Background: an optimization exercise with open tools, aiming at small area, a short achievable clock period and few clock cycles. Do not read the settings as production practice.

red:
==> flow/design.v (excerpt) <==
module st7032_encoder (
    input  wire        clk,
    input  wire        rst,         
    input  wire        cmd_valid,
    output reg         cmd_ready,
    input  wire [15:0] cmd_word,
    input  wire [15:0] cmd_len,
    input  wire        pay_valid,
    output wire        pay_ready,
    input  wire [7:0]  pay_data,
    output reg         rsp_valid,
    output reg  [2:0]  rsp_result,
    output wire [7:0]  rsp_data,
    output wire [3:0]  rsp_step,
    output reg         ev_valid,
    input  wire        ev_ready,
    output wire [2:0]  ev_kind,
    output wire [7:0]  ev_data,
    input  wire        ev_ok,
    input  wire [7:0]  ev_rdata
);
clock: 4.0 ns
lec_check: 0
cap_margin: 20
core_margin: 2
core_utilization: 40
setup_slack_margin: 1.8
slew_margin: 20
standard.sh (not shown) runs the stock make flow with config.mk's settings and CLKGATE_MAP_FILE= SYNTH_SCRIPT=/design/flow/synth_recipe.tcl, a recipe that flattens the netlist after the stock synthesis.
==> flow/flow/run.sh <==
#!/bin/bash
set -euo pipefail
cd "$(dirname "$0")/.."
export BUFFER_PORTS_ARGS="-buffer_cell sky130_fd_sc_hd__buf_1"
DU="sky130_fd_sc_hd__probe_p_8 sky130_fd_sc_hd__probec_p_8 sky130_fd_sc_hd__lpflow_bleeder_1 sky130_fd_sc_hd__lpflow_clkbufkapwr_1 sky130_fd_sc_hd__lpflow_clkbufkapwr_16 sky130_fd_sc_hd__lpflow_clkbufkapwr_2 sky130_fd_sc_hd__lpflow_clkbufkapwr_4 sky130_fd_sc_hd__lpflow_clkbufkapwr_8 sky130_fd_sc_hd__lpflow_clkinvkapwr_1 sky130_fd_sc_hd__lpflow_clkinvkapwr_16 sky130_fd_sc_hd__lpflow_clkinvkapwr_2 sky130_fd_sc_hd__lpflow_clkinvkapwr_4 sky130_fd_sc_hd__lpflow_clkinvkapwr_8 sky130_fd_sc_hd__lpflow_decapkapwr_12 sky130_fd_sc_hd__lpflow_decapkapwr_3 sky130_fd_sc_hd__lpflow_decapkapwr_4 sky130_fd_sc_hd__lpflow_decapkapwr_6 sky130_fd_sc_hd__lpflow_decapkapwr_8 sky130_fd_sc_hd__lpflow_inputiso0n_1 sky130_fd_sc_hd__lpflow_inputiso0p_1 sky130_fd_sc_hd__lpflow_inputiso1n_1 sky130_fd_sc_hd__lpflow_inputiso1p_1 sky130_fd_sc_hd__lpflow_inputisolatch_1 sky130_fd_sc_hd__lpflow_isobufsrc_1 sky130_fd_sc_hd__lpflow_isobufsrc_16 sky130_fd_sc_hd__lpflow_isobufsrc_2 sky130_fd_sc_hd__lpflow_isobufsrc_4 sky130_fd_sc_hd__lpflow_isobufsrc_8 sky130_fd_sc_hd__lpflow_isobufsrckapwr_16 sky130_fd_sc_hd__lpflow_lsbuf_lh_hl_isowell_tap_1 sky130_fd_sc_hd__lpflow_lsbuf_lh_hl_isowell_tap_2 sky130_fd_sc_hd__lpflow_lsbuf_lh_hl_isowell_tap_4 sky130_fd_sc_hd__lpflow_lsbuf_lh_isowell_4 sky130_fd_sc_hd__lpflow_lsbuf_lh_isowell_tap_1 sky130_fd_sc_hd__lpflow_lsbuf_lh_isowell_tap_2 sky130_fd_sc_hd__lpflow_lsbuf_lh_isowell_tap_4"
for c in or4_1 or4_2 or4_4 or4b_1 or4b_2 or4b_4 or4bb_1 or4bb_2 or4bb_4 nor4_1 nor4_2 nor4_4 nor4b_1 nor4b_2 nor4b_4 nor4bb_1 nor4bb_2 nor4bb_4 or3_1 or3_2 or3_4 or3b_1 or3b_2 or3b_4; do
  DU="$DU sky130_fd_sc_hd__$c"
done
bash standard.sh "DONT_USE_CELLS=$DU" finish > make_finish.log 2>&1
No stage failed in red, and the final checks on the layout all came back clean.
#### Input delta (blue over red)
diff --git a/flow/config.mk b/flow/config.mk
--- a/flow/config.mk
+++ b/flow/config.mk
@@ -11 +11 @@
-export SETUP_SLACK_MARGIN = 1.8
+export SETUP_SLACK_MARGIN = 1.7
## What came out
- Where worst setup slack is concerned, red is better than blue.
- Wire length: blue < red
- Looking at portion of the clock cycle consumed by the worst path in the final layout, blue sits 1.7 points higher than red does.
- Higher share of cell area taken by multi-input logic gates was reported by red, not blue.
No functional check of the RTL was part of any run of this note.

## what the ideal ports hide
No port has a modelled driver above. Below, the same layouts with a new extraction and two added sets of constraints.
Step 1, drivers: a clkbuf_16 drives clk and a buf_2 each remaining input, both assumed.
Step 2, shift: input delay + t, output delay - t, t = (earliest + latest rising clock arrival at the registers) / 2. This alone moves slack from input paths to output paths.
a / b / c = ideal ports / drivers / drivers and shift; a / b = the first two.
run	t, ns	setup WS [ns]	worst setup path at the end	cell pins on the clock port's net
red	0.334	1.883 / 1.849 / 1.560	input to register	1
blue	0.328	1.814 / 1.814 / 1.538	input to register	1
After both steps every run listed still meets setup and hold. For red, which loses most, drivers alone change the setup slack by -0.034 ns; drivers and shift together by -0.323 ns.
